Source: an optimization exercise on an open RTL-to-GDS flow (aim: small area, a short achievable clock period and few clock cycles). Production flows keep margins and buffers that such runs may drop.
Where RTL was checked, it was by simulation tests only, not by an equivalence proof against the original.
The RTL of runs 1 to 3 was laid out without a check of its function.
Power is estimated from default activity; no workload was simulated.

File: flow/config.mk
export PLATFORM = sky130hd
export DESIGN_NAME = sidc
export DESIGN_NICKNAME = sidc
export VERILOG_FILES = /design/flow/design.v
export SDC_FILE = /design/flow/constraint.sdc
export NUM_CORES = 8
export LEC_CHECK = 0
export CAP_MARGIN = 20
export CORE_MARGIN = 2
export CORE_UTILIZATION = 40
export CTS_BUF_LIST = sky130_fd_sc_hd__clkbuf_8
export CTS_CLUSTER_DIAMETER = 100
export CTS_CLUSTER_SIZE = 12
export PLACE_DENSITY = 0.5
export SETUP_SLACK_MARGIN = 4.5
export SLEW_MARGIN = 20
File: flow/constraint.sdc
create_clock -name core_clock -period 10.0 [get_ports {clk}]
set_input_delay 2.0000 -clock core_clock [delete_from_list [all_inputs] [get_ports {clk}]]
set_output_delay 2.0000 -clock core_clock [all_outputs]
set_load 0.01 [all_outputs]
File: flow/design.v
module sidc_crc8 (
    input  wire [31:0] acc_in,
    input  wire [7:0]  d,
    output reg  [31:0] acc_out
);
    integer i;
    always @* begin
        acc_out = acc_in ^ {24'd0, d};
        for (i = 0; i < 8; i = i + 1)
            acc_out = (acc_out >> 1) ^ (acc_out[0] ? 32'hEDB88320 : 32'h0);
    end
endmodule
module sidc_crcrom (
    input  wire [6:0]  pos,
    output reg  [31:0] w
);
    always @* begin
        case (pos)
            7'd0: w = 32'hB69369A6;
            7'd1: w = 32'hF5449B3F;
            7'd2: w = 32'h4B5F6857;
            7'd3: w = 32'h5BBC1025;
            7'd4: w = 32'h62BE38BF;
            7'd5: w = 32'h6325605C;
            7'd6: w = 32'h230C851D;
            7'd7: w = 32'hD5E2A2F7;
            7'd8: w = 32'h82E31322;
            7'd9: w = 32'hEBE7E356;
            7'd10: w = 32'hE9D569C5;
            7'd11: w = 32'hB6CCF006;
            7'd12: w = 32'hAADD3B3F;
            7'd13: w = 32'hD777606E;
            7'd14: w = 32'h7AB280E1;
            7'd15: w = 32'hD8DA498B;
            7'd16: w = 32'hD76251A8;
            7'd17: w = 32'h6F8346E1;
            7'd18: w = 32'h333100D6;
            7'd19: w = 32'h321D336D;
            7'd20: w = 32'hC55F8E2C;
            7'd21: w = 32'hE5B592B8;
            7'd22: w = 32'h602CB5CD;
            7'd23: w = 32'h9C3B189F;
            7'd24: w = 32'h321E36C4;
            7'd25: w = 32'hC65A272C;
            7'd26: w = 32'h56FE9E3A;
            7'd27: w = 32'h4D5A1935;
            7'd28: w = 32'hE8786D60;
            7'd29: w = 32'hC0B95347;
            7'd30: w = 32'h033FEA7F;
            7'd31: w = 32'h89087382;
            7'd32: w = 32'hDB586299;
            7'd33: w = 32'hE3AB4F2A;
            7'd34: w = 32'hC8443888;
            7'd35: w = 32'h93690832;
            7'd36: w = 32'h60F7AF8D;
            7'd37: w = 32'h4721589F;
            7'd38: w = 32'h9397E0EE;
            7'd39: w = 32'h9E1F738D;
            7'd40: w = 32'h7BE62E07;
            7'd41: w = 32'h5705A9CA;
            7'd42: w = 32'h6D1CEF74;
            7'd43: w = 32'hC10B9F15;
            7'd44: w = 32'h6A82BE3E;
            7'd45: w = 32'h329ECC11;
            7'd46: w = 32'h46A0F22C;
            7'd47: w = 32'hC94C55AF;
            7'd48: w = 32'h40752973;
            7'd49: w = 32'hAA2215EA;
            7'd50: w = 32'h2859B56E;
            7'd51: w = 32'h5B0DF038;
            7'd52: w = 32'hD35E25BF;
            7'd53: w = 32'h88D14467;
            7'd54: w = 32'hD91E81D8;
            7'd55: w = 32'hC8DB04E9;
            7'd56: w = 32'h0C556932;
            7'd57: w = 32'hE3720ACB;
            7'd58: w = 32'h1101D988;
            7'd59: w = 32'h00D2D4DB;
            7'd60: w = 32'hD2D4DB00;
            7'd61: w = 32'hD95EFD26;
            7'd62: w = 32'h88A7FAE9;
            7'd63: w = 32'hAFA00FD8;
            7'd64: w = 32'hAA1494A9;
            7'd65: w = 32'h1ED8F66E;
            7'd66: w = 32'hD9040692;
            7'd67: w = 32'hD25C4EE9;
            7'd68: w = 32'h51CB1426;
            7'd69: w = 32'h15141C31;
            7'd70: w = 32'hCE31785D;
            7'd71: w = 32'h509CC277;
            7'd72: w = 32'h99B34B70;
            7'd73: w = 32'hBA1ACA03;
            7'd74: w = 32'hCAFC06F4;
            7'd75: w = 32'h46C47EF1;
            7'd76: w = 32'hADC088AF;
            7'd77: w = 32'hA700E96A;
            7'd78: w = 32'h67CF0BE4;
            7'd79: w = 32'h1241289B;
            7'd80: w = 32'hF6C1CB59;
            7'd81: w = 32'h78ED02D5;
            7'd82: w = 32'hEACB7748;
            7'd83: w = 32'h1E307184;
            7'd84: w = 32'h3183EC92;
            7'd85: w = 32'hED627DAE;
            7'd86: w = 32'hDAFE8E80;
            7'd87: w = 32'h9E36506B;
            7'd88: w = 32'h52C5C807;
            7'd89: w = 32'hAD2A31B3;
            7'd90: w = 32'h4DB9F56A;
            7'd91: w = 32'h0B943260;
            7'd92: w = 32'h4FED41CF;
            7'd93: w = 32'h32B39DA3;
            7'd94: w = 32'h6BF1402C;
            7'd95: w = 32'h9A11D850;
            7'd96: w = 32'hAE6BE681;
            7'd97: w = 32'hBA8CCBE8;
            7'd98: w = 32'h5CFDEDF4;
            7'd99: w = 32'h4E87F0BB;
            7'd100: w = 32'h8373EFE2;
            7'd101: w = 32'hA06A2517;
            7'd102: w = 32'h60C76FE0;
            7'd103: w = 32'h77E1359F;
            7'd104: w = 32'hE6050901;
            7'd105: w = 32'h6655004F;
            7'd106: w = 32'h533B85DA;
            7'd107: w = 32'h8816EAF2;
            7'd108: w = 32'h1EB014D8;
            7'd109: w = 32'hB1E6B092;
            7'd110: w = 32'hED59B63B;
            7'd111: w = 32'hE1351B80;
            7'd112: w = 32'h3B83984B;
            7'd113: w = 32'hEDB88320;
            default: w = 32'h0;
        endcase
    end
endmodule
module sidc_gfmul (
    input  wire [7:0]  delta,
    input  wire [31:0] w,
    output reg  [31:0] corr
);
    reg [31:0] t;
    integer i;
    always @* begin
        corr = 32'd0;
        t = w;
        for (i = 7; i >= 0; i = i - 1) begin
            if (delta[i]) corr = corr ^ t;
            t = (t >> 1) ^ (t[0] ? 32'hEDB88320 : 32'h0);
        end
    end
endmodule
module sidc (
    input  wire        clk,
    input  wire        rst,       
    input  wire        req,
    input  wire        we,
    input  wire        wide,      
    input  wire [10:0] addr,
    input  wire [31:0] wdata,
    output reg         ack,
    output reg         err,
    output reg  [31:0] rdata
);
    localparam integer RSV   = 40;
    localparam integer MACS  = 8;
    localparam integer TOTAL = 30 + RSV + 6 * MACS;   
    localparam integer SPAN  = TOTAL - 4;             
    localparam [31:0]  TAG_LIT = 32'h43434944;        
    localparam [31:0]  PARAMS  = (RSV << 16) | (MACS << 8) | TOTAL;
    localparam integer DATE_OFF = 18;
    localparam [31:0]  ZERO_CRC = 32'h472AF91E;       
    localparam [7:0] OP_NOP        = 8'h00;
    localparam [7:0] OP_SOFT_RESET = 8'h01;
    localparam [7:0] OP_CRC_INIT   = 8'h10;
    localparam [7:0] OP_CRC_BYTE   = 8'h11;
    localparam [7:0] OP_CRC_WORD   = 8'h12;
    localparam [7:0] OP_DATE_ENC   = 8'h20;
    localparam [7:0] OP_DATE_DEC   = 8'h21;
    localparam [7:0] OP_BUF_RESET  = 8'h30;
    localparam [7:0] OP_BUF_PUSH   = 8'h31;
    localparam [7:0] OP_REC_DECODE = 8'h32;
    localparam [7:0] OP_REC_ENCODE = 8'h33;
    localparam [7:0] OP_REC_ZERO   = 8'h34;
    localparam [7:0] OP_REC_TAG    = 8'h35;
    localparam [7:0] OP_REC_STAMP  = 8'h40;
    localparam [7:0] OP_REC_VERIFY = 8'h41;
    reg [8*SPAN-1:0]  px, py;
    reg [SPAN-1:0]    fy, by;
    reg [31:0]        tl;         
    reg [15:0] len;
    reg [31:0] checksum;
    reg [15:0] cal_year;
    reg [7:0]  cal_month, cal_day, cal_hour, cal_minute, cal_second;
    reg [31:0] din;
    reg [31:0] crc_acc;
    reg        st_format_err, st_crc_ok, st_crc_mismatch, st_cmd_err, st_acc_err;
    reg [2:0]  err_code;
    reg [31:0] img_crc;           
    reg [31:0] buf_crc;           
    reg        pend_v, pend_buf;  
    reg [7:0]  pend_o, pend_n;    
    reg [31:0] pend_w;            
    reg [6:0]  boff;              
    reg [2:0]  mc_cnt;            
    wire [7:0] off   = addr[7:0];
    wire in_ctrl  = (addr[10:8] == 3'b000);
    wire in_field = (addr[10:8] == 3'b010) && (off < SPAN);
    wire in_buf   = (addr[10:8] == 3'b100) && (off < TOTAL);
    reg ctrl_readable, ctrl_writable;
    always @* begin
        ctrl_readable = 1'b0;
        ctrl_writable = 1'b0;
        case (off)
            8'h00: begin ctrl_readable = 1'b1; ctrl_writable = 1'b1; end
            8'h04, 8'h08, 8'h0C, 8'h14, 8'h1C, 8'h24:
                   ctrl_readable = 1'b1;
            8'h10, 8'h18, 8'h20, 8'h40, 8'h44, 8'h48, 8'h4C, 8'h50, 8'h54:
                   begin ctrl_readable = 1'b1; ctrl_writable = 1'b1; end
            default: ;
        endcase
    end
    wire field_rsv = (off >= 24) && (off < 24 + RSV);
    wire ctrl_ok   = in_ctrl && wide && (we ? ctrl_writable : ctrl_readable);
    wire field_ok  = in_field && !wide && !(we && field_rsv);
    wire buf_ok    = in_buf && !wide;
    wire legal     = ctrl_ok || field_ok || buf_ok;
    wire [7:0] op  = wdata[7:0];
    wire [7:0] arg = wdata[15:8];
    reg op_known, op_has_arg;
    always @* begin
        op_known   = 1'b1;
        op_has_arg = 1'b0;
        case (op)
            OP_NOP, OP_SOFT_RESET, OP_CRC_INIT, OP_CRC_WORD, OP_DATE_ENC, OP_DATE_DEC,
            OP_BUF_RESET, OP_REC_DECODE, OP_REC_ENCODE, OP_REC_ZERO, OP_REC_TAG,
            OP_REC_STAMP, OP_REC_VERIFY: ;
            OP_CRC_BYTE, OP_BUF_PUSH: op_has_arg = 1'b1;
            default: op_known = 1'b0;
        endcase
    end
    wire cmd_legal = (wdata[31:16] == 16'd0) && op_known && (op_has_arg || arg == 8'd0);
    wire do_write  = req && legal && we;
    wire do_cmd    = do_write && in_ctrl && (off == 8'h00);
    wire do_exec   = do_cmd && cmd_legal;
    wire wr_field  = do_write && !in_ctrl && !addr[10] && !run;
    wire wr_buf    = do_write && addr[10] && !run;
    wire x_date    = do_exec && (op == OP_DATE_ENC);
    wire x_tag     = do_exec && (op == OP_REC_TAG);
    wire x_push    = do_exec && (op == OP_BUF_PUSH);
    wire x_dec     = do_exec && (op == OP_REC_DECODE) && (len == TOTAL);
    wire x_enc     = do_exec && (op == OP_REC_ENCODE);
    wire x_zero    = do_exec && (op == OP_REC_ZERO);
    wire x_soft    = do_exec && (op == OP_SOFT_RESET);
    wire mc_op     = x_date || x_tag;
    wire mc_cmd    = req && we && wide && (addr == 11'd0) && (op == OP_DATE_ENC || op == OP_REC_TAG);
    wire mc_last   = (mc_cnt == (op[4] ? 3'd3 : 3'd5));
    reg [10:0] pa;
    reg        pv, pw;
    reg [31:0] pc;
    wire pa_byte = pa[10] || pa[9];
    wire run     = pv && pa_byte;
    wire bwr     = we && !wide && !addr[8] && (addr[10] ^ addr[9]);
    wire hit     = pv && (addr == pa) && (wide == pw);
    wire [6:0] ridx = run ? pa[6:0] + 7'd1 : off[6:0];
    wire       rbuf = run ? pa[10] : addr[10];
    always @* begin
        ack = req && !(mc_cmd && !mc_last) && (we || hit) && !(bwr && run);
        err = !legal;
    end
    reg [31:0] ctrl_val;
    always @* begin
        case (off[6:2])
            5'h01: ctrl_val = {26'd0, st_acc_err, st_cmd_err, 1'b0,
                               st_crc_mismatch, st_crc_ok, st_format_err};
            5'h02: ctrl_val = {29'd0, err_code};
            5'h03: ctrl_val = PARAMS;
            5'h04: ctrl_val = din;
            5'h05: ctrl_val = {16'd0, len};
            5'h06: ctrl_val = crc_acc;
            5'h07: ctrl_val = ~crc_acc;
            5'h08: ctrl_val = checksum;
            5'h09: ctrl_val = TAG_LIT;
            5'h10: ctrl_val = {16'd0, cal_year};
            5'h11: ctrl_val = {24'd0, cal_month};
            5'h12: ctrl_val = {24'd0, cal_day};
            5'h13: ctrl_val = {24'd0, cal_hour};
            5'h14: ctrl_val = {24'd0, cal_minute};
            5'h15: ctrl_val = {24'd0, cal_second};
            default: ctrl_val = 32'd0;
        endcase
    end
    integer i;
    reg [7:0] byte_rd;
    reg       rsel, rhit;
    always @* begin
        byte_rd = 8'd0;
        for (i = 0; i < SPAN; i = i + 1) begin
            rsel = rbuf ? by[i] : fy[i];
            rhit = (ridx == i);
            byte_rd = byte_rd | ({8{rhit && !rsel}} & px[8*i +: 8])
                              | ({8{rhit &&  rsel}} & py[8*i +: 8]);
        end
        for (i = SPAN; i < TOTAL; i = i + 1)
            byte_rd = byte_rd | ({8{rbuf && ridx == i}} & tl[8*(i-SPAN) +: 8]);
    end
    function [7:0] fbb(input integer k);
        fbb = fy[k] ? py[8*k +: 8] : px[8*k +: 8];
    endfunction
    always @* begin
        rdata = pc;
    end
    wire [7:0] bpos    = {1'b0, off[6:0]} + {1'b0, boff};    
    wire [31:0] corr;
    sidc_gfmul u_fix (.delta(pend_o ^ pend_n), .w(pend_w), .corr(corr));
    wire [6:0]  wr_pos = (addr[10] || addr[9]) ? (addr[10] ? bpos[6:0] : off[6:0]) : mc_pos;
    wire [31:0] wr_w;
    sidc_crcrom u_rom (.pos(wr_pos), .w(wr_w));
    wire [31:0] img_eff = img_crc ^ ((pend_v && !pend_buf) ? corr : 32'd0);
    wire [31:0] buf_eff = buf_crc ^ ((pend_v &&  pend_buf) ? corr : 32'd0);
    wire [31:0] crc_b;
    sidc_crc8 u_crc_byte (.acc_in(op[5] ? buf_eff : crc_acc), .d(arg), .acc_out(crc_b));
    wire [31:0] crc_w1, crc_w2, crc_w3, crc_w4;
    sidc_crc8 u_crc_w1 (.acc_in(crc_acc), .d(din[31:24]), .acc_out(crc_w1));
    sidc_crc8 u_crc_w2 (.acc_in(crc_w1),  .d(din[23:16]), .acc_out(crc_w2));
    sidc_crc8 u_crc_w3 (.acc_in(crc_w2),  .d(din[15:8]),  .acc_out(crc_w3));
    sidc_crc8 u_crc_w4 (.acc_in(crc_w3),  .d(din[7:0]),   .acc_out(crc_w4));
    reg  [6:0] ymod;
    reg  [7:0] ystep;
    reg  [1:0] ybits;
    integer j;
    always @* begin
        case (mc_cnt)
            3'd0:    ybits = cal_year[9:8];
            3'd1:    ybits = cal_year[7:6];
            3'd2:    ybits = cal_year[5:4];
            3'd3:    ybits = cal_year[3:2];
            default: ybits = cal_year[1:0];
        endcase
        ystep = (mc_cnt == 3'd0) ? {2'd0, cal_year[15:10]} : {1'b0, ymod};
        for (j = 1; j >= 0; j = j - 1) begin
            ystep = {ystep[6:0], ybits[j]};
            if (ystep >= 8'd100) ystep = ystep - 8'd100;
        end
    end
    reg [7:0] mc_val, mc_old;
    reg [6:0] mc_pos;
    always @* begin
        if (!op[4]) begin    
            case (mc_cnt)
                3'd0:    begin mc_pos = DATE_OFF+1; mc_val = cal_month;  mc_old = fbb(DATE_OFF+1); end
                3'd1:    begin mc_pos = DATE_OFF+2; mc_val = cal_day;    mc_old = fbb(DATE_OFF+2); end
                3'd2:    begin mc_pos = DATE_OFF+3; mc_val = cal_hour;   mc_old = fbb(DATE_OFF+3); end
                3'd3:    begin mc_pos = DATE_OFF+4; mc_val = cal_minute; mc_old = fbb(DATE_OFF+4); end
                3'd4:    begin mc_pos = DATE_OFF+5; mc_val = cal_second; mc_old = fbb(DATE_OFF+5); end
                default: begin mc_pos = DATE_OFF+0; mc_val = {1'b0, ymod}; mc_old = fbb(DATE_OFF+0); end
            endcase
        end else begin
            mc_pos = {5'd0, mc_cnt[1:0]};
            case (mc_cnt[1:0])
                2'd0:    begin mc_val = TAG_LIT[31:24]; mc_old = fbb(0); end
                2'd1:    begin mc_val = TAG_LIT[23:16]; mc_old = fbb(1); end
                2'd2:    begin mc_val = TAG_LIT[15:8];  mc_old = fbb(2); end
                default: begin mc_val = TAG_LIT[7:0];   mc_old = fbb(3); end
            endcase
        end
    end
    wire       fb_all  = rst || x_soft || x_zero;    
    wire       bf_push = !rst && x_push && len < TOTAL;
    wire [7:0] wbus    = rst ? 8'd0 : (addr[10] || addr[9]) ? wdata[7:0] :
                         !op[5] ? 8'd0 : !op[4] ? mc_val : !op[2] ? arg : op[0] ? mc_val : 8'd0;
    wire       x_enc_r = !rst && x_enc;
    wire       x_dec_r = !rst && x_dec;
    reg fw, bw, bys;
    always @(posedge clk) begin
        for (i = 0; i < SPAN; i = i + 1) begin
            fw  = fb_all || (wr_field && off[6:0] == i) || (mc_op && mc_pos == i);
            bw  = (wr_buf && off[6:0] == i) || (bf_push && len[6:0] == i);
            bys = by[i] && !rst;
            if ((fw && bys) || (bw && fy[i]))
                px[8*i +: 8] <= wbus;
            if ((fw && !bys) || (bw && !fy[i]))
                py[8*i +: 8] <= wbus;
            if (fw)
                fy[i] <= !bys;
            else if (x_dec_r)
                fy[i] <= by[i];
            if (rst)
                by[i] <= 1'b0;
            else if (bw)
                by[i] <= !fy[i];
            else if (x_enc_r)
                by[i] <= fy[i];
        end
        for (i = SPAN; i < TOTAL; i = i + 1) begin
            if (x_enc_r)
                tl[8*(i-SPAN) +: 8] <= checksum[8*(TOTAL-1-i) +: 8];
            else if ((wr_buf && off[6:0] == i) || (bf_push && len[6:0] == i))
                tl[8*(i-SPAN) +: 8] <= wbus;
        end
    end
    wire       img_ok  = (((pend_v && !pend_buf) ? corr : 32'd0) == (img_crc ^ ~checksum));    
    always @(posedge clk) begin
        if (rst) begin
            len             <= 16'd0;
            checksum        <= 32'd0;
            cal_year        <= 16'd0;
            cal_month       <= 8'd0;
            cal_day         <= 8'd0;
            cal_hour        <= 8'd0;
            cal_minute      <= 8'd0;
            cal_second      <= 8'd0;
            din             <= 32'd0;
            crc_acc         <= 32'hFFFFFFFF;
            st_format_err   <= 1'b0;
            st_crc_ok       <= 1'b0;
            st_crc_mismatch <= 1'b0;
            st_cmd_err      <= 1'b0;
            st_acc_err      <= 1'b0;
            err_code        <= 3'd0;
            img_crc         <= ZERO_CRC;
            buf_crc         <= 32'hFFFFFFFF;
            pend_v          <= 1'b0;
            pend_buf        <= 1'b0;
            boff            <= SPAN[6:0];
            mc_cnt          <= 3'd0;
            pv              <= 1'b0;
        end else begin
            if (req && !we) begin
                if (hit) begin
                    if (pa_byte) begin
                        pc      <= {24'd0, byte_rd};
                        pa[6:0] <= pa[6:0] + 7'd1;
                    end else
                        pv      <= 1'b0;
                end else if (!(run && (addr[10] || addr[9]))) begin
                    pc <= (addr[10] || addr[9]) ? {24'd0, byte_rd} : ctrl_val;
                    pa <= addr;
                    pw <= wide;
                    pv <= 1'b1;
                end else
                    pv <= 1'b0;
            end else if (req && we)
                pv <= 1'b0;
            if (mc_cmd)
                mc_cnt <= mc_last ? 3'd0 : mc_cnt + 3'd1;
            if (mc_cmd && mc_cnt != 3'd5)
                ymod <= ystep[6:0];
            img_crc <= img_eff;
            buf_crc <= buf_eff;
            pend_v  <= 1'b0;
            if (mc_op || wr_field || (wr_buf && bpos < SPAN))
                pend_v    <= 1'b1;
            pend_buf <= addr[10];
            pend_w   <= wr_w;
            pend_o   <= (addr[10] || addr[9]) ? byte_rd : mc_old;
            pend_n   <= (addr[10] || addr[9]) ? wdata[7:0] : mc_val;
            if (req && !legal) begin
                st_acc_err <= 1'b1;
                err_code   <= 3'd4;
            end else if (do_write && in_ctrl) begin
                case (off)
                    8'h10: din        <= wdata;
                    8'h18: crc_acc    <= wdata;
                    8'h20: checksum   <= wdata;
                    8'h40: cal_year   <= wdata[15:0];
                    8'h44: cal_month  <= wdata[7:0];
                    8'h48: cal_day    <= wdata[7:0];
                    8'h4C: cal_hour   <= wdata[7:0];
                    8'h50: cal_minute <= wdata[7:0];
                    8'h54: cal_second <= wdata[7:0];
                    default: ;
                endcase
                if (do_cmd && !cmd_legal) begin
                    st_cmd_err <= 1'b1;
                    err_code   <= 3'd3;
                end
                if (do_exec) begin
                    case (op)
                    OP_SOFT_RESET: begin
                        len             <= 16'd0;
                        checksum        <= 32'd0;
                        cal_year        <= 16'd0;
                        cal_month       <= 8'd0;
                        cal_day         <= 8'd0;
                        cal_hour        <= 8'd0;
                        cal_minute      <= 8'd0;
                        cal_second      <= 8'd0;
                        din             <= 32'd0;
                        crc_acc         <= 32'hFFFFFFFF;
                        st_format_err   <= 1'b0;
                        st_crc_ok       <= 1'b0;
                        st_crc_mismatch <= 1'b0;
                        st_cmd_err      <= 1'b0;
                        st_acc_err      <= 1'b0;
                        err_code        <= 3'd0;
                        img_crc         <= ZERO_CRC;
                        buf_crc         <= 32'hFFFFFFFF;
                        boff            <= SPAN[6:0];
                    end
                    OP_CRC_INIT: crc_acc <= 32'hFFFFFFFF;
                    OP_CRC_BYTE: crc_acc <= crc_b;
                    OP_CRC_WORD: crc_acc <= crc_w4;
                    OP_DATE_DEC: begin
                        cal_year   <= {8'd0, fbb(DATE_OFF+0)};
                        cal_month  <= fbb(DATE_OFF+1);
                        cal_day    <= fbb(DATE_OFF+2);
                        cal_hour   <= fbb(DATE_OFF+3);
                        cal_minute <= fbb(DATE_OFF+4);
                        cal_second <= fbb(DATE_OFF+5);
                    end
                    OP_BUF_RESET: begin
                        len     <= 16'd0;
                        boff    <= SPAN[6:0];
                        buf_crc <= 32'hFFFFFFFF;
                    end
                    OP_BUF_PUSH: begin
                        if (len != 16'hFFFF) len <= len + 16'd1;
                        if (boff != 7'd0) begin
                            buf_crc <= crc_b;
                            boff    <= boff - 7'd1;
                        end
                    end
                    OP_REC_DECODE: begin
                        if (len == TOTAL) begin
                            checksum      <= {tl[7:0], tl[15:8], tl[23:16], tl[31:24]};
                            st_format_err <= 1'b0;
                            img_crc       <= buf_eff;
                        end else begin
                            st_format_err <= 1'b1;
                            err_code      <= 3'd1;
                        end
                    end
                    OP_REC_ENCODE: begin
                        len     <= TOTAL;
                        boff    <= 7'd0;
                        buf_crc <= img_eff;
                    end
                    OP_REC_ZERO: begin
                        checksum <= 32'd0;
                        img_crc  <= ZERO_CRC;
                    end
                    OP_REC_STAMP: begin
                        checksum <= ~img_eff;
                        crc_acc  <= img_eff;
                    end
                    OP_REC_VERIFY: begin
                        crc_acc <= img_eff;
                        if (img_ok) begin
                            st_crc_ok       <= 1'b1;
                            st_crc_mismatch <= 1'b0;
                        end else begin
                            st_crc_ok       <= 1'b0;
                            st_crc_mismatch <= 1'b1;
                            err_code        <= 3'd2;
                        end
                    end
                    default: ;
                    endcase
                end
            end
        end
    end
endmodule
File: flow/flow/run.sh
#!/bin/bash
# Own layout flow: the standard ORFS flow (standard.sh) unchanged, except
# that the buffers ORFS puts on the input and output ports are buf_4 cells
# (buffer_ports otherwise picks slow delay cells such as clkdlybuf4s50_1).
set -euo pipefail
export BUFFER_PORTS_ARGS="-buffer_cell sky130_fd_sc_hd__buf_4"
bash standard.sh > standard.log 2>&1
File: flow/standard.sh
#!/bin/bash
# synth_recipe.tcl (not shown) runs the flow's synth.tcl, then flattens the netlist and writes it again
# the make line also repeats each setting of config.mk as NAME=value (left out here)
make -C /OpenROAD-flow-scripts/flow DESIGN_CONFIG=/design/flow/config.mk WORK_HOME=/design/flow/orfs CLKGATE_MAP_FILE= SYNTH_SCRIPT=/design/flow/synth_recipe.tcl "${@:-finish}"
==> results of run 1 <==
-- power by group --
part	internal (mW)	leakage (nW)	switching, mW
sequential	11.4	23.1	0.277
combinational	2.18	26.0	4.86
clock	2.18	2.21	4.03
-- what timing repair did --
| item | 4_1_cts | 5_1_grt |
|---|---|---|
| endpoints found under the setup margin | 2241 | 1352 |
| resized for setup | 329 | 190 |
| buffers inserted | 88 | 87 |
| hold buffers | 0 | 0 |
| pin swaps | 34 | 41 |
| gates cloned | 6 | 4 |
-- kinds of logic after synthesis --
family | Yosys count
fa+ha+maj | 272
flops | 2436
buf+inv | 994
mux | 345
simple gates | 2704
xor+xnor | 752
compound gates | 3274
-- path summary, 6_finish.rpt --
path	startpoint	endpoint	slack [ns]	cells past startpoint
worst max-delay path	addr[1]	pc[3]$_DFFE_PP_	3.91	15
worst max register to register	pa[9]$_DFFE_PP_	pc[3]$_DFFE_PP_	3.96	15
worst min register to register	st_acc_err$_SDFFE_PP0P_	st_acc_err$_SDFFE_PP0P_	0.49	2
worst min-delay path	st_acc_err$_SDFFE_PP0P_	st_acc_err$_SDFFE_PP0P_	0.49	2
-- final cells by class --
class,count,area (µm²),share of cell area [%]
repair buffers,972,8790,6.09
inverters,268,1040,0.723
well taps,4140,5180,3.59
multi-input cells,7348,55600,38.5
clock buffers,232,3190,2.21
clock inverters,104,528,0.366
diodes,175,438,0.304
flip-flops and latches,2436,69500,48.2
-- cells in the final DEF, fill, tap and decap left out, drive strengths merged, types with 175 or more instances in the layout --
master / instances
a22oi: 637
clkbuf: 242
nor2: 950
mux2i: 247
edfxtp: 2069
nand3: 206
dfxtp: 367
a221oi: 244
xor2: 183
ha: 271
nand2: 658
o21ai: 496
nor3: 259
o221ai: 196
o22ai: 219
diode: 175
a21oi: 430
xnor2: 446
a211oi: 220
buf: 960
inv: 353
-- per-layer routing --
metal | global-route usage [%] | share of wire [%] | up-vias
li1 | - | - | 42900
met2 | 72.2 | 36 | 16100
met4 | 45.8 | 11 | 91
met1 | 65.2 | 33 | 62500
met5 | 8.40 | 0.36 | -
met3 | 38.1 | 19 | 4650
-- sequential cells by signal, summed over array words and instances, names as in the netlist, 114 cells and up --
register	flops
by	114
fy	114
py	912
px	912
-- stage by stage --
stage | util (%) | cells | instance area [µm²] | worst slack [ns] | power, mW
after detailed placement | 43.4 | 15000 | 135000 | 1.39 | 18.1
after floorplan | - | 10800 | 125000 | 4.08 | 15.2
after global placement | 43.3 | 14900 | 135000 | 0.944 | 18.1
after global routing | 46.2 | 15500 | 144000 | 4.02 | 25.0
final | 46.3 | 15700 | 144000 | 3.91 | 24.9
after CTS | 45.5 | 15400 | 142000 | 4.12 | 24.0
-- worst max-delay path, delay by kind of cell --
kind	cells	cell delay, ns
buffers and inverters	4	1.11
AOI/OAI and AO/OA	3	1.24
and+or+nand+nor	7	2.28
muxes	1	0.35
==> impl_metrics.ini, run 1 <==
[setup_path]
critPathLaunchType = input port
critPathCaptureType = flip-flop
worstPathMaxFanout = 18
arrival_ns = 7.04
required_ns = 10.95
slowest_stage = a22o_1
crit_type = input port to flip-flop
max_stage_delay_ns = 1.00
crit_path_cell_trace = buf_12, mux2i_4, buf_4, and2_1, nand3_4, buf_6, nor3_2, buf_4, a22o_1, a221oi_1, nand3_1, nor4_1, nand3_1, or4_4, a21o_1

[floorplanning]
num_rows = 205
die_y_um = 563
start_util_pct = 40.1
die-width_um = 563
ios = 82
dieArea_um2 = 317000
core_area_um2 = 312000

[logic_synthesis]
synth.avg_cell_area_um2 = 11.6
synthFlopType = edfxtp_1
syn_inst = 10800
synth_fp_nets = 11100
synthSimpleGateAreaFrac_pct = 10.0
ys_seq_area_share_pct = 55.5
synth-seq-cells = 2436
muxShareOfSynthArea_pct = 2.87
synth_most_common_cell = edfxtp_1
synth_edf_count = 2069
synth_top_family_by_area = compound AO/OA/AOI/OAI gates
synth_area_um2 = 125000
synth_compound_area_share_pct = 18.6
synth_top_cell_by_area = edfxtp_1
yosysWarnings = 4
synthAdderAreaFrac_pct = 2.73
ys_top_cells_by_area = edfxtp_1 50%, dfxtp_1 5.9%, a22oi_1 3.8%
synthArstFlopShare_pct = 0
synthDistinctLibCells = 107
yosys-top-cells-count = 2,069 x edfxtp_1, 948 x nor2_1, 658 x nand2_1
synth_top_cell_area_share_pct = 49.7
synthXorXnorAreaFrac_pct = 7.14

[sta]
period_needed_ns = 6.09
hold_viol = 0
rsz0062_at_grt = yes
fin_tns_setup_ns = 0
final_max_slew_viol_count = 0
tightest_slew_ns = 1.43
fmax_mhz = 164
slew_headroom_pct = 4.45
setup_viol = 0
fin_crit_sh_pct = 60.9
hold_ws_ns = 0.488
finClkSkew_ns = 0.156

[cells_and_area]
final_nets = 11600
area_delta_synth_final_pct = 15.3
drive_gt1_share_pct = 18.2
fill_cells = 28400

[grt]
grt_pass1_wl_mm = 1160
grt_max_degree = 150
grt-ovfl-total = 0
track_usage_pct = 57.1
antenna_found_initial = 163
grt_pass1_vias = 106000

[clock_tree]
numClockSinks = 2436
tritoncts = done
insertion_delay_ns = 1.23
clkTransAtPathRegs_ns = 0.10
clock-root-buffer = clkbuf_8
htree_levels = 4
numCtsBuffers = 229
cts.path.max_buffers = 4

[min_path]
hp-class = flip-flop to flip-flop

[outcome]
violations = antenna violations
status = finished with violations

[flow_run]
cap_violations = 0

[power_and_ir_drop]
leakagePower_nw = 51.2
max-vdd-ir-drop_v = 0.000222
powerDensity_nw_per_um2 = 173

[placement]
port_buffers = 81
place_hpwl_mm = 662
routabilityCongestion = 1.18

[routing]
routed_wl_mm = 939
vias = 126000
via_per_inst = 8.05
drtIter0Drc = 30800
detail_route.wl_per_cell_um = 59.9
drc_errors = 0
ant_nets = 2
drtPass1Iterations = 17
==> run 2: changes to the inputs <==
--- a/flow/design.v
+++ b/flow/design.v
@@ -205,2 +205,9 @@
     reg [2:0]  mc_cnt;            
+    reg        mc_date;           
+    reg        wq_v, wq_buf;      
+    reg [6:0]  wq_pos;
+    reg [7:0]  wq_data;
+    reg        pv, pw, pe;
+    reg [10:0] pa;
+    reg [31:0] pc;
     wire [7:0] off   = addr[7:0];
@@ -223,6 +230,5 @@
     wire field_rsv = (off >= 24) && (off < 24 + RSV);
-    wire ctrl_ok   = in_ctrl && wide && (we ? ctrl_writable : ctrl_readable);
-    wire field_ok  = in_field && !wide && !(we && field_rsv);
-    wire buf_ok    = in_buf && !wide;
-    wire legal     = ctrl_ok || field_ok || buf_ok;
+    wire legal_w   = (in_ctrl && wide && ctrl_writable) || (in_field && !wide && !field_rsv) ||
+                     (in_buf && !wide);
+    wire legal_r   = (in_ctrl && wide && ctrl_readable) || ((in_field || in_buf) && !wide);
     wire [7:0] op  = wdata[7:0];
@@ -242,9 +248,18 @@
     wire cmd_legal = (wdata[31:16] == 16'd0) && op_known && (op_has_arg || arg == 8'd0);
-    wire do_write  = req && legal && we;
+    wire mc_busy   = (mc_cnt != 3'd0);
+    wire busy      = mc_busy || wq_v;
+    wire act       = req && !busy;                
+    wire do_write  = act && we && legal_w;
     wire do_cmd    = do_write && in_ctrl && (off == 8'h00);
     wire do_exec   = do_cmd && cmd_legal;
-    wire wr_field  = do_write && !in_ctrl && !addr[10] && !run;
-    wire wr_buf    = do_write && addr[10] && !run;
-    wire x_date    = do_exec && (op == OP_DATE_ENC);
-    wire x_tag     = do_exec && (op == OP_REC_TAG);
+    wire h_wr      = do_write && (addr[10] || addr[9]);   
+    wire h_post    = h_wr && run;                 
+    wire       e_v   = wq_v || (h_wr && !run);
+    wire       e_buf = wq_v ? wq_buf  : addr[10];
+    wire [6:0] e_pos = wq_v ? wq_pos  : off[6:0];
+    wire [7:0] e_dat = wq_v ? wq_data : wdata[7:0];
+    wire wr_field  = e_v && !e_buf;
+    wire wr_buf    = e_v && e_buf;
+    wire sel_host  = wq_v || (!busy && (addr[10] || addr[9]));    
+    wire x_mc      = do_exec && (op == OP_DATE_ENC || op == OP_REC_TAG);
     wire x_push    = do_exec && (op == OP_BUF_PUSH);
@@ -254,17 +269,12 @@
     wire x_soft    = do_exec && (op == OP_SOFT_RESET);
-    wire mc_op     = x_date || x_tag;
-    wire mc_cmd    = req && we && wide && (addr == 11'd0) && (op == OP_DATE_ENC || op == OP_REC_TAG);
-    wire mc_last   = (mc_cnt == (op[4] ? 3'd3 : 3'd5));
-    reg [10:0] pa;
-    reg        pv, pw;
-    reg [31:0] pc;
+    wire mc_wr     = x_mc || mc_busy;             
+    wire mc_isdate = mc_busy ? mc_date : !op[4];  
+    wire mc_last   = (mc_cnt == (mc_isdate ? 3'd5 : 3'd3));
     wire pa_byte = pa[10] || pa[9];
-    wire run     = pv && pa_byte;
-    wire bwr     = we && !wide && !addr[8] && (addr[10] ^ addr[9]);
+    wire run     = pv && pa_byte;                 
     wire hit     = pv && (addr == pa) && (wide == pw);
-    wire [6:0] ridx = run ? pa[6:0] + 7'd1 : off[6:0];
-    wire       rbuf = run ? pa[10] : addr[10];
     always @* begin
-        ack = req && !(mc_cmd && !mc_last) && (we || hit) && !(bwr && run);
-        err = !legal;
+        ack   = req && !busy && (we || hit);
+        err   = we ? !legal_w : pe;
+        rdata = pc;
     end
@@ -292,2 +302,5 @@
     end
+    wire       rreg = run || wq_v;
+    wire [6:0] ridx = rreg ? (run ? pa[6:0] + 7'd1 : wq_pos) : off[6:0];
+    wire       rbuf = rreg ? (run ? pa[10] : wq_buf) : addr[10];
     integer i;
@@ -306,2 +319,4 @@
     end
+    wire [7:0] pa_nx  = {pa[7], pa[6:0] + 7'd1};
+    wire       pe_nx  = pw || (pa[10] ? (pa_nx >= TOTAL) : (pa_nx >= SPAN));
     function [7:0] fbb(input integer k);
@@ -309,9 +324,6 @@
     endfunction
-    always @* begin
-        rdata = pc;
-    end
-    wire [7:0] bpos    = {1'b0, off[6:0]} + {1'b0, boff};    
     wire [31:0] corr;
     sidc_gfmul u_fix (.delta(pend_o ^ pend_n), .w(pend_w), .corr(corr));
-    wire [6:0]  wr_pos = (addr[10] || addr[9]) ? (addr[10] ? bpos[6:0] : off[6:0]) : mc_pos;
+    wire [7:0]  bpos   = {1'b0, e_pos} + {1'b0, boff};    
+    wire [6:0]  wr_pos = sel_host ? (e_buf ? bpos[6:0] : e_pos) : mc_pos;
     wire [31:0] wr_w;
@@ -348,3 +360,3 @@
     always @* begin
-        if (!op[4]) begin    
+        if (mc_isdate) begin
             case (mc_cnt)
@@ -369,3 +381,3 @@
     wire       bf_push = !rst && x_push && len < TOTAL;
-    wire [7:0] wbus    = rst ? 8'd0 : (addr[10] || addr[9]) ? wdata[7:0] :
+    wire [7:0] wbus    = rst ? 8'd0 : mc_busy ? mc_val : sel_host ? e_dat :
                          !op[5] ? 8'd0 : !op[4] ? mc_val : !op[2] ? arg : op[0] ? mc_val : 8'd0;
@@ -376,4 +388,4 @@
         for (i = 0; i < SPAN; i = i + 1) begin
-            fw  = fb_all || (wr_field && off[6:0] == i) || (mc_op && mc_pos == i);
-            bw  = (wr_buf && off[6:0] == i) || (bf_push && len[6:0] == i);
+            fw  = fb_all || (wr_field && e_pos == i) || (mc_wr && mc_pos == i);
+            bw  = (wr_buf && e_pos == i) || (bf_push && len[6:0] == i);
             bys = by[i] && !rst;
@@ -397,3 +409,3 @@
                 tl[8*(i-SPAN) +: 8] <= checksum[8*(TOTAL-1-i) +: 8];
-            else if ((wr_buf && off[6:0] == i) || (bf_push && len[6:0] == i))
+            else if ((wr_buf && e_pos == i) || (bf_push && len[6:0] == i))
                 tl[8*(i-SPAN) +: 8] <= wbus;
@@ -424,7 +436,9 @@
             pend_buf        <= 1'b0;
+            wq_v            <= 1'b0;
             boff            <= SPAN[6:0];
             mc_cnt          <= 3'd0;
+            mc_date         <= 1'b0;
             pv              <= 1'b0;
         end else begin
-            if (req && !we) begin
+            if (act && !we) begin
                 if (hit) begin
@@ -432,2 +446,3 @@
                         pc      <= {24'd0, byte_rd};
+                        pe      <= pe_nx;
                         pa[6:0] <= pa[6:0] + 7'd1;
@@ -435,4 +450,5 @@
                         pv      <= 1'b0;
-                end else if (!(run && (addr[10] || addr[9]))) begin
+                end else if (!(pv && pa_byte && (addr[10] || addr[9]))) begin
                     pc <= (addr[10] || addr[9]) ? {24'd0, byte_rd} : ctrl_val;
+                    pe <= !legal_r;
                     pa <= addr;
@@ -442,7 +458,16 @@
                     pv <= 1'b0;
-            end else if (req && we)
+            end else if (act || busy)
                 pv <= 1'b0;
-            if (mc_cmd)
-                mc_cnt <= mc_last ? 3'd0 : mc_cnt + 3'd1;
-            if (mc_cmd && mc_cnt != 3'd5)
+            wq_v <= h_post;
+            if (h_post) begin
+                wq_buf  <= addr[10];
+                wq_pos  <= off[6:0];
+                wq_data <= wdata[7:0];
+            end
+            if (x_mc) begin
+                mc_cnt  <= 3'd1;
+                mc_date <= !op[4];
+            end else if (mc_busy)
+                mc_cnt  <= mc_last ? 3'd0 : mc_cnt + 3'd1;
+            if (mc_wr && mc_cnt != 3'd5)
                 ymod <= ystep[6:0];
@@ -451,9 +476,13 @@
             pend_v  <= 1'b0;
-            if (mc_op || wr_field || (wr_buf && bpos < SPAN))
+            if (mc_wr || wr_field || (wr_buf && bpos < SPAN))
                 pend_v    <= 1'b1;
-            pend_buf <= addr[10];
+            pend_buf <= sel_host && e_buf;
             pend_w   <= wr_w;
-            pend_o   <= (addr[10] || addr[9]) ? byte_rd : mc_old;
-            pend_n   <= (addr[10] || addr[9]) ? wdata[7:0] : mc_val;
-            if (req && !legal) begin
+            pend_o   <= sel_host ? byte_rd : mc_old;
+            pend_n   <= sel_host ? e_dat : mc_val;
+            if (act && !we && hit && pe) begin
+                st_acc_err <= 1'b1;
+                err_code   <= 3'd4;
+            end
+            if (act && we && !legal_w) begin
                 st_acc_err <= 1'b1;
==> run 2 against run 1 <==
  * Critical endpoint is now pend_o[1]$_DFFE_PN_
  * Non-clock buffer count decreased by 178
  * Maximum frequency increased by 2.3%
  * Cell count shrank 0.31%
  * Largest cell class unchanged
  * Largest power group unchanged
  * Fails layout checks on max-slew violations
  * Area after synthesis rose by 0.73%
  * Sequential share of layout area is 0.72 points higher
  * Worst hold slack gained 0.019 ns
==> impl_metrics.ini, run 2 <==
[outcome]
status = finished with violations
violations = max-slew violations

[clock_tree]
tritoncts = done
clock-root-buffer = clkbuf_8
numClockSinks = 2455
numCtsBuffers = 231
insertion_delay_ns = 1.20
htree_levels = 4
clkTransAtPathRegs_ns = 0.10
hold_buffers = 0
cts.path.max_buffers = 4

[sta]
fin_tns_setup_ns = 0
tightest_slew_ns = 1.56
fmax_mhz = 168
hold_ws_ns = 0.507
hold_viol = 0
rsz0062_at_grt = yes
slew_headroom_pct = -3.91
finClkSkew_ns = 0.117
final_max_slew_viol_count = 1
period_needed_ns = 5.96
fin_crit_sh_pct = 59.6
setup_viol = 0

[placement]
placed_area_um2 = 135000
port_buffers = 81
routabilityCongestion = 1.14
place_hpwl_mm = 613

[setup_path]
r2r-start = wq_v$_SDFF_PP0_
max_stage_delay_ns = 0.74
worstSetupStartpoint = addr[10]
critPathLaunchType = input port
crit_path_cell_trace = buf_12, mux2_4, a22oi_2, buf_12, buf_12, buf_16, mux2i_4, nor2_4, a22o_1, a221oi_4, nand4_1, or4_4, nor3_4, nand4_1, buf_6, mux2_4
worstPathMaxFanout = 7
path_common_cell = buf_12
critPathCaptureType = flip-flop
crit_type = input port to flip-flop
required_ns = 10.96
arrival_ns = 6.92
slowest_stage = or4_4

[cells_and_area]
stdcell_area_um2 = 143000
reg.largest.list = px: 912 flops, py: 912 flops
utilization_pct = 45.6
final_nets = 11500
mostFrequentLayoutCell = edfxtp_1
area_delta_synth_final_pct = 13.7
drive_gt1_share_pct = 16.5
layout_common_cells = 2,086 x edfxtp_1, 819 x nor2_1, 779 x nand2_1, 688 x buf_4, 651 x o21ai_0

[routing]
drc_errors = 0
vias = 120000
drtIter0Drc = 27100
drtPass1Iterations = 12
routed_wl_mm = 845
detail_route.wl_per_cell_um = 54.1
ant_nets = 0
via_per_inst = 7.66

[logic_synthesis]
synthAdderAreaFrac_pct = 2.71
synthFlopType = edfxtp_1
muxShareOfSynthArea_pct = 3.34
synthArstFlopShare_pct = 0
syn_inst = 10900
synth_most_common_cell = edfxtp_1
synth_edf_count = 2086
synth_top_cell_area_share_pct = 49.7
synthXorXnorAreaFrac_pct = 6.73
synth-seq-cells = 2455
synthDistinctLibCells = 91
synth_top_cell_by_area = edfxtp_1
synthSimpleGateAreaFrac_pct = 10.3
synth_area_um2 = 126000
synth_compound_area_share_pct = 18.6
synth_fp_nets = 11200
ys_seq_area_share_pct = 55.6
synth.avg_cell_area_um2 = 11.6
yosysWarnings = 4
ys_top_cells_by_area = edfxtp_1 50%, dfxtp_1 5.9%, xnor2_1 3.0%
synth_top_family_by_area = compound AO/OA/AOI/OAI gates
yosys-top-cells-count = 2,086 x edfxtp_1, 865 x nor2_1, 813 x nand2_1

[floorplanning]
start_util_pct = 40.1
ios = 82
die-width_um = 565
num_rows = 206
dieArea_um2 = 320000
core_area_um2 = 314000
die_y_um = 565

[min_path]
worstHoldStart = st_cmd_err$_SDFFE_PP0P_
hp-class = flip-flop to flip-flop

[power_and_ir_drop]
power_mw = 27.5
max-vdd-ir-drop_v = 0.000291
powerDensity_nw_per_um2 = 192
leakagePower_nw = 51.1

[grt]
grt_pass1_wl_mm = 1070
grt_pass1_vias = 103000
track_usage_pct = 51.2
antenna_found_initial = 135
grt_max_degree = 156
grt-ovfl-total = 0

[flow_run]
cap_violations = 0
-- run 2: cell count changes after synthesis, sizes merged, moves of 62 or more --
cell	before	now
a211oi	220	156
and3	51	122
o21a	11	76
nor3b	97	20
nor3	259	197
a22oi	637	423
o22ai	219	127
nand2	658	813
o21ai	495	697
nor2	950	865
nand3	206	294
nand2b	39	109
inv	267	164
-- run 2: path summary, 6_finish.rpt --
path | end | slack, ns | cells after the start
setup / recovery | pend_o[1]$_DFFE_PN_ | 4.04 | 16
hold / removal | st_cmd_err$_SDFFE_PP0P_ | 0.51 | 2
setup reg to reg | pend_o[1]$_DFFE_PN_ | 4.15 | 16
hold reg to reg | st_cmd_err$_SDFFE_PP0P_ | 0.51 | 2
-- run 2: cell families after synthesis --
family / Yosys count
AND/OR/NAND/NOR: 2830
AO/OA/AOI/OAI: 3299
buffers and inverters: 909
XOR/XNOR: 740
flip-flops: 2455
adder cells (fa/ha/maj): 272
multiplexers: 406
-- run 2: worst max-delay path, delay by kind of cell --
kind | cells | cell delay [ns]
AOI/OAI and AO/OA | 3 | 0.89
and+or+nand+nor | 5 | 2.02
buffers and inverters | 5 | 0.81
muxes | 3 | 1.15
-- run 2: metal layers --
layer | GRT usage [%] | vias up | wire [µm]
li1 | - | 43100 | -
met1 | 64.7 | 60500 | 304000
met5 | 1.82 | - | 1890
met4 | 33.2 | 71 | 71300
met2 | 65.0 | 13100 | 312000
met3 | 29.9 | 2986 | 156000
-- run 2: final cells by class --
class,count,area [µm²]
Fill cell,28800,171000
Sequential cell,2455,70000
Multi-Input combinational cell,7550,56200
Timing Repair Buffer,794,6900
Tap cell,4160,5200
Clock buffer,234,3220
Clock inverter,174,831
Inverter,166,641
Antenna cell,94,235
-- run 2: metrics by stage --
step	cells	setup WS [ns]
global route	15500	4.26
global placement	15000	-0.215
floorplan	10900	3.97
finish	15600	4.04
CTS	15500	4.42
detailed placement	15000	1.06
-- run 2: repair_timing --
item | in CTS | in global routing
pin swaps | 60 | 52
resized for setup | 441 | 209
gates cloned | 10 | 0
setup buffers | 53 | 42
setup endpoints to repair | 2152 | 1094
-- run 2: report_power, final --
part	switching (mW)	leakage, nW	internal, mW
Combinational	5.96	25.3	2.93
Clock	4.03	2.62	2.28
Sequential	0.424	23.2	11.9
==> run 3: changes to the inputs <==
--- a/flow/config.mk
+++ b/flow/config.mk
@@ -7,3 +7,3 @@
 export LEC_CHECK = 0
-export CAP_MARGIN = 20
+export CAP_MARGIN = 30
 export CORE_MARGIN = 2
@@ -11,6 +11,6 @@
 export CTS_BUF_LIST = sky130_fd_sc_hd__clkbuf_8
-export CTS_CLUSTER_DIAMETER = 100
-export CTS_CLUSTER_SIZE = 12
+export CTS_CLUSTER_DIAMETER = 60
+export CTS_CLUSTER_SIZE = 10
 export PLACE_DENSITY = 0.5
 export SETUP_SLACK_MARGIN = 4.5
-export SLEW_MARGIN = 20
+export SLEW_MARGIN = 40
==> run 3 against run 2 <==
  * Now clean on timing, DRC and antenna
  * Worst hold slack got worse by 0.0095 ns
  * Via count rose by 1.0%
  * Clock skew up 0.014 ns
  * Sequential power is essentially flat
  * Highest routed layer unchanged
==> impl_metrics.ini, run 3 <==
[sta]
hold_viol = 0
tightest_slew_ns = 1.17
setup_viol = 0
finClkSkew_ns = 0.131
fin_tns_setup_ns = 0
period_needed_ns = 6.10
rsz0062_at_grt = yes
fmax_mhz = 164
slew_headroom_pct = 21.4
final_max_slew_viol_count = 0
fin_crit_sh_pct = 61.0

[cells_and_area]
fill_cells = 28500
area_delta_synth_final_pct = 16.9
mostFrequentLayoutCell = edfxtp_1
layout_common_cells = 2,086 x edfxtp_1, 795 x nor2_1, 772 x nand2_1, 726 x buf_4, 649 x o21ai_0
final_cells = 15900
drive_gt1_share_pct = 19.6
final_nets = 11700
reg.largest.list = px: 912 flops, py: 912 flops

[power_and_ir_drop]
leakagePower_nw = 52.6
max-vdd-ir-drop_v = 0.000293
powerDensity_nw_per_um2 = 197

[logic_synthesis]
syn_inst = 10900
synthAdderAreaFrac_pct = 2.71
synthArstFlopShare_pct = 0
yosysWarnings = 4
yosys-top-cells-count = 2,086 x edfxtp_1, 865 x nor2_1, 813 x nand2_1
synth.avg_cell_area_um2 = 11.6
synth_top_cell_area_share_pct = 49.7
synthSimpleGateAreaFrac_pct = 10.3
synthXorXnorAreaFrac_pct = 6.73
synth_edf_count = 2086
synthDistinctLibCells = 91
synth_compound_area_share_pct = 18.6
synth_top_family_by_area = compound AO/OA/AOI/OAI gates
synth_top_cell_by_area = edfxtp_1
synthFlopType = edfxtp_1
synth_area_um2 = 126000
muxShareOfSynthArea_pct = 3.34
ys_top_cells_by_area = edfxtp_1 50%, dfxtp_1 5.9%, xnor2_1 3.0%
synth_fp_nets = 11200
synth-seq-cells = 2455
synth_most_common_cell = edfxtp_1
ys_seq_area_share_pct = 55.6

[grt]
track_usage_pct = 51.3
antenna_found_initial = 141
grt_pass1_wl_mm = 1070
grt-ovfl-total = 0
grt_max_degree = 152
grt_pass1_vias = 104000

[setup_path]
worstSetupStartpoint = pa[0]$_DFFE_PP_
critPathCaptureType = flip-flop
reg2reg_slack_ns = 3.90
r2r_cells = 17
crit_type = flip-flop to flip-flop
critPathLaunchType = flip-flop
required_ns = 10.89
endpoint = pend_o[1]$_DFFE_PN_
r2r-start = pa[0]$_DFFE_PP_
path_depth = 17
crit_path_cell_trace = buf_6, a21boi_0, o31a_1, nand2b_2, o32ai_1, buf_4, and3_1, buf_4, nand2_1, o21ai_0, a221oi_1, nand3_1, or4_4, nor3_4, nand4_1, buf_6, mux2_2
worst-path-buf-inv = 4
arrival_ns = 6.98
worstPathMaxFanout = 12
r2r_end = pend_o[1]$_DFFE_PN_
critPathTopFamily = simple AND/OR/NAND/NOR gates
slowest_stage = a221oi_1
max_stage_delay_ns = 0.64

[routing]
routed_wl_mm = 846
detail_route.wl_per_cell_um = 53.3
drtPass1Iterations = 13
drtIter0Drc = 27800
vias = 121000
drc_errors = 0
via_per_inst = 7.62
ant_nets = 0

[floorplanning]
die-width_um = 565
ios = 82
die_y_um = 565
start_util_pct = 40.1
dieArea_um2 = 320000
core_area_um2 = 314000
num_rows = 206

[flow_run]
cap_violations = 0

[placement]
dp.cells = 15000
port_buffers = 81
place_hpwl_mm = 614
routabilityCongestion = 1.14

[clock_tree]
clock-root-buffer = clkbuf_8
numClockSinks = 2455
cts.path.max_buffers = 4
insertion_delay_ns = 1.21
clkTransAtPathRegs_ns = 0.07
tritoncts = done
htree_levels = 5
numCtsBuffers = 312

[outcome]
status = finished clean

[min_path]
worstHoldStart = st_cmd_err$_SDFFE_PP0P_
hp-class = flip-flop to flip-flop
-- run 3: cell counts after synthesis --
No cell type changed its count.
-- run 3: cell type report --
| type | instances | area (µm²) | area share (%) |
|---|---|---|---|
| inverters | 166 | 641 | 0.435 |
| repair buffers | 901 | 8180 | 5.55 |
| clock inverters | 194 | 1280 | 0.867 |
| flip-flops and latches | 2455 | 70000 | 47.5 |
| clock buffers | 331 | 4560 | 3.09 |
| well taps | 4160 | 5200 | 3.53 |
| diodes | 111 | 278 | 0.189 |
| multi-input cells | 7550 | 57200 | 38.8 |
-- run 3: power by group --
group          switching [mW]  internal, mW
Sequential              0.430          11.9
Combinational            5.97          3.02
Clock                    4.38          3.38
-- run 3: logic make-up (layout without fill, tap and decap cells) --
kind of cell | count (synthesis) | count (layout)
flops | 2455 | 2455
xor+xnor | 740 | 740
mux | 406 | 406
compound gates | 3299 | 3300
fa+ha+maj | 272 | 272
buf+inv | 909 | 1592
simple gates | 2830 | 2832
other cells | 0 | 111
-- run 3: how the worst min path moves through the flow --
stage          depth (start not counted)                 endpoint
3_3_place_gp                           2  st_cmd_err$_SDFFE_PP0P_
2_1_floorplan                          2  st_cmd_err$_SDFFE_PP0P_
4_1_cts                                2  st_cmd_err$_SDFFE_PP0P_
6_report                               2  st_cmd_err$_SDFFE_PP0P_
3_5_place_dp                           2  st_cmd_err$_SDFFE_PP0P_
5_1_grt                                2      by[19]$_SDFFE_PP0P_
-- run 3: timing repair --
item | in CTS | in global routing
endpoints found under the hold margin | 0 | 0
hold buffers | 0 | 0
pin swaps | 60 | 86
resized for setup | 372 | 292
cloned | 11 | 3
setup endpoints to repair | 1927 | 854
buffers inserted | 60 | 95
-- run 3: per-layer routing --
layer  wire length, µm  track usage (%)
met1            305000             65.0
met2            310000             64.8
met3            156000             29.2
met4             73100             34.0
met5              2090             3.26
-- run 3: metrics by stage --
step	setup slack (ns)	power [mW]	hold slack (ns)	utilization (%)	cell area, µm²
3_5_place_dp	1.46	20.6	0.478	43.3	136000
3_3_place_gp	-0.215	20.6	0.478	42.9	135000
5_1_grt	4.29	29.4	0.517	46.8	147000
4_1_cts	4.28	28.2	0.488	45.9	144000
6_report	3.90	29.0	0.497	46.9	147000
2_1_floorplan	3.97	17.1	0.436	-	126000
-- run 3: worst reg2reg max path: stages (launching register included) --
cell and delay, ns:
edfxtp_1 0.52, buf_6 0.22, a21boi_0 0.35, o31a_1 0.50, nand2b_2 0.37, o32ai_1 0.11, buf_4 0.22, and3_1 0.18
buf_4 0.24, nand2_1 0.12, o21ai_0 0.36, a221oi_1 0.65, nand3_1 0.46, or4_4 0.60, nor3_4 0.29, nand4_1 0.20
buf_6 0.21, mux2_2 0.26
==> run 4: changes to the inputs <==
--- a/flow/design.v
+++ b/flow/design.v
@@ -413,2 +413,8 @@
     end
+    always @(posedge clk) begin
+        pend_buf <= sel_host && e_buf;
+        pend_w   <= wr_w;
+        pend_o   <= sel_host ? byte_rd : mc_old;
+        pend_n   <= sel_host ? e_dat : mc_val;
+    end
     wire       img_ok  = (((pend_v && !pend_buf) ? corr : 32'd0) == (img_crc ^ ~checksum));    
@@ -435,3 +441,2 @@
             pend_v          <= 1'b0;
-            pend_buf        <= 1'b0;
             wq_v            <= 1'b0;
@@ -478,6 +483,2 @@
                 pend_v    <= 1'b1;
-            pend_buf <= sel_host && e_buf;
-            pend_w   <= wr_w;
-            pend_o   <= sel_host ? byte_rd : mc_old;
-            pend_n   <= sel_host ? e_dat : mc_val;
             if (act && !we && hit && pe) begin
--- a/flow/config.mk
+++ b/flow/config.mk
@@ -9,3 +9,3 @@
 export CORE_MARGIN = 2
-export CORE_UTILIZATION = 40
+export CORE_UTILIZATION = 30
 export CTS_BUF_LIST = sky130_fd_sc_hd__clkbuf_8
@@ -13,3 +13,3 @@
 export CTS_CLUSTER_SIZE = 10
-export PLACE_DENSITY = 0.5
+export PLACE_DENSITY = 0.45
 export SETUP_SLACK_MARGIN = 4.5
==> run 4 against run 3 <==
  * Still clean
  * First-iteration DRC count shrank 19%
  * Sequential power about the same
  * Count of clock-buffer cells in the layout increased by 33
  * Clock skew increased by 0.049 ns
  * Non-clock buffer count grew 112
  * Maximum frequency increased by 3.5%
==> impl_metrics.ini, run 4 <==
[placement]
placed_area_um2 = 137000
port_buffers = 81
post-place-ws_ns = 1.97
place_hpwl_mm = 748
routabilityCongestion = 1.11

[routing]
routed_wl_mm = 1030
ant_nets = 0
drtPass1Iterations = 7
detail_route.wl_per_cell_um = 60.0
via_per_inst = 6.93
drtIter0Drc = 22400
drc_errors = 0
vias = 119000

[sta]
finClkSkew_ns = 0.180
slew_headroom_pct = 23.9
final_max_slew_viol_count = 0
fin_crit_sh_pct = 58.9
fin_tns_setup_ns = 0
fmax_mhz = 170
rsz0062_at_grt = yes
hold_viol = 0
hold_ws_ns = 0.511
fin_ws_ns = 4.11
period_needed_ns = 5.89
setup_viol = 0
tightest_slew_ns = 1.14

[clock_tree]
cts.path.max_buffers = 4
numClockSinks = 2455
numCtsBuffers = 353
clkTransAtPathRegs_ns = 0.08
tritoncts = done
clock-root-buffer = clkbuf_8
htree_levels = 5
insertion_delay_ns = 1.34
hold_buffers = 0

[floorplanning]
core_area_um2 = 410000
die-width_um = 646
die_y_um = 646
ios = 82
dieArea_um2 = 417000
start_util_pct = 30.1
num_rows = 235

[power_and_ir_drop]
switching_share_pct = 39.9
combPwrFrac_pct = 37.3
max-vdd-ir-drop_v = 0.000321
p_sw_mw = 13.9
intPower_mw = 21.0
leakagePower_nw = 52.6
powerDensity_nw_per_um2 = 233
p_seq_share_pct = 36.0
power_mw = 34.9
clock_power_share_pct = 26.7

[grt]
grt-ovfl-total = 0
grt_max_degree = 127
track_usage_pct = 47.6
grt_pass1_vias = 104000
antenna_found_initial = 199
grt_pass1_wl_mm = 1260

[logic_synthesis]
synth_top_cell_area_share_pct = 49.5
synth.avg_cell_area_um2 = 11.6
synthArstFlopShare_pct = 0
synth-seq-cells = 2455
yosysWarnings = 4
synthFlopType = edfxtp_1
synth_fp_nets = 11000
ys_top_cells_by_area = edfxtp_1 50%, dfxtp_1 6.8%, a22oi_1 3.4%
synthDistinctLibCells = 86
syn_inst = 10700
synth_edf_count = 2038
synth_most_common_cell = edfxtp_1
yosys-top-cells-count = 2,038 x edfxtp_1, 837 x nor2_1, 816 x nand2_1
ys_seq_area_share_pct = 56.3
synth_top_cell_by_area = edfxtp_1
synth_area_um2 = 124000

[cells_and_area]
layout_common_cells = 2,038 x edfxtp_1, 821 x buf_4, 778 x nand2_1, 760 x nor2_1, 582 x o21ai_0
area_delta_synth_final_pct = 21.2
mostFrequentLayoutCell = edfxtp_1
drive_gt1_share_pct = 21.5
final_nets = 11600
stdcell_area_um2 = 150000
reg.largest.list = px: 912 flops, py: 912 flops
fill_cells = 40200

[flow_run]
cap_violations = 0

[min_path]
min_path_cells = 2
hp-class = flip-flop to flip-flop

[setup_path]
crit_type = input port to flip-flop
critPathCaptureType = flip-flop
critPathLaunchType = input port
r2r_cells = 17
worstPathMaxFanout = 8
required_ns = 10.90
arrival_ns = 6.79

[outcome]
status = finished clean
## run 4: cell count changes after synthesis, sizes merged, moves of 47 or more
cell    before   now
a211oi     156   100
a222oi     101    51
a22o       179   226
a22oi      423   565
dfxtp      369   417
edfxtp    2086  2038
mux2i      302   252
nor3       197    96
o21ai      697   616
## run 4: kinds of logic after synthesis
family / count (synthesis) / share of synthesized area (%)
AO/OA/AOI/OAI: 3275 / 18.8
AND/OR/NAND/NOR: 2649 / 9.76
flip-flops: 2455 / 56.3
buffers and inverters: 928 / 2.87
XOR/XNOR: 774 / 6.73
multiplexers: 338 / 2.84
adder cells (fa/ha/maj): 272 / 2.76
## run 4: final timing paths
| kind | startpoint | to | slack (ns) |
|---|---|---|---|
| max | addr[10] | pc[6]$_DFFE_PP_ | 4.11 |
| min | st_crc_mismatch$_SDFFE_PP0P_ | st_crc_mismatch$_SDFFE_PP0P_ | 0.51 |
| max reg2reg | wq_v$_SDFF_PP0_ | pc[6]$_DFFE_PP_ | 4.20 |
| min reg2reg | st_crc_mismatch$_SDFFE_PP0P_ | st_crc_mismatch$_SDFFE_PP0P_ | 0.51 |
## run 4: worst max-delay path, cell delays in order
cell and delay [ns]:
buf_12 0.10, mux2i_4 0.06, a21oi_2 0.19, a21oi_4 0.05, buf_12 0.15, buf_16 0.16
buf_16 0.18, buf_12 0.15, mux2i_2 0.26, and3_4 0.27, buf_4 0.23, a22o_4 0.37
a221oi_4 0.25, buf_6 0.23, nand4_1 0.27, nor4_4 0.74, nand4_1 0.58, buf_6 0.32
o2bb2ai_2 0.11
## run 4: layout make-up
cell class                      instances  area, µm²  share of cell area [%]
Inverter                              164        653                   0.436
Multi-Input combinational cell       7308      55800                    37.3
Tap cell                             5451       6820                    4.56
Antenna cell                          132        330                   0.221
Clock inverter                        236       2340                    1.56
Timing Repair Buffer                 1013       9220                    6.16
Sequential cell                      2455      69600                    46.5
Timing Repair inverter                  1       5.00                 0.00334
Clock buffer                          364       5010                    3.35
## run 4: power groups by stage
stage	Combinational (mW)	Clock [mW]	Sequential [mW]
after floorplan	7.11	0	12.4
after global placement	12.0	0	12.7
after detailed placement	12.2	0	12.7
after CTS	12.6	9.28	12.5
after global routing	13.2	9.61	12.6
final	13.0	9.33	12.6
## run 4: routing by layer
| layer | up-vias | global-route usage (%) | wire, µm |
|---|---|---|---|
| li1 | 42700 | - | - |
| met1 | 60800 | 54.4 | 356000 |
| met2 | 11600 | 68.6 | 425000 |
| met3 | 3438 | 15.2 | 119000 |
| met4 | 20 | 48.3 | 127000 |
| met5 | - | 0.173 | 137 |
## run 4: timing repair
| action | 4_1_cts | 5_1_grt |
|---|---|---|
| resized for setup | 386 | 247 |
| pin swaps | 69 | 67 |
| buffers inserted | 66 | 60 |
| cloned | 9 | 5 |
| setup endpoints to repair | 3047 | 1095 |
## run 4: per-stage QoR
step,cells,utilization (%)
CTS,16900,35.9
floorplan,10700,-
detailed placement,16200,33.4
global route,17000,36.4
global placement,16200,32.9
finish,17100,36.5
Testbench counts of run 4, summed over its fixed seeds: cycles 15,094.

-- separate check: timing with driven ports --
Ports are ideal in the flow. The routed layouts listed here were re-timed in OpenROAD.
Step 1 sets driving cells, clkbuf_16 on the clock port and buf_2 on the other inputs (assumed; they add their load-dependent delay and slew).
Step 2 times the ports against the registers' clock, not the clock port: input delays grow and output delays shrink by t, the midpoint of the rising clock arrivals with the driver on.
Slacks: ideal ports / drivers / drivers and shift; pairs: ideal ports / drivers.
run | t (ns) | setup slack, ns | worst hold slack (ns) | worst data-port slew with drivers (ns) | pins driven straight from the clock port
run 1 | 1.274 | 3.909 / 3.905 / 2.632 | 0.488 / 0.488 / 0.488 | 0.24 | 1
run 2 | 1.253 | 4.045 / 4.075 / 2.822 | 0.507 / 0.507 / 0.507 | 0.12 | 1
run 3 | 1.252 | 3.902 / 3.902 / 2.684 | 0.497 / 0.497 / 0.497 | 0.11 | 1
run 4 | 1.347 | 4.109 / 4.145 / 2.797 | 0.511 / 0.511 / 0.511 | 0.06 | 1
The setup slack of run 4, which loses most, moves by +0.036 ns with the drivers and by -1.312 ns with both steps.
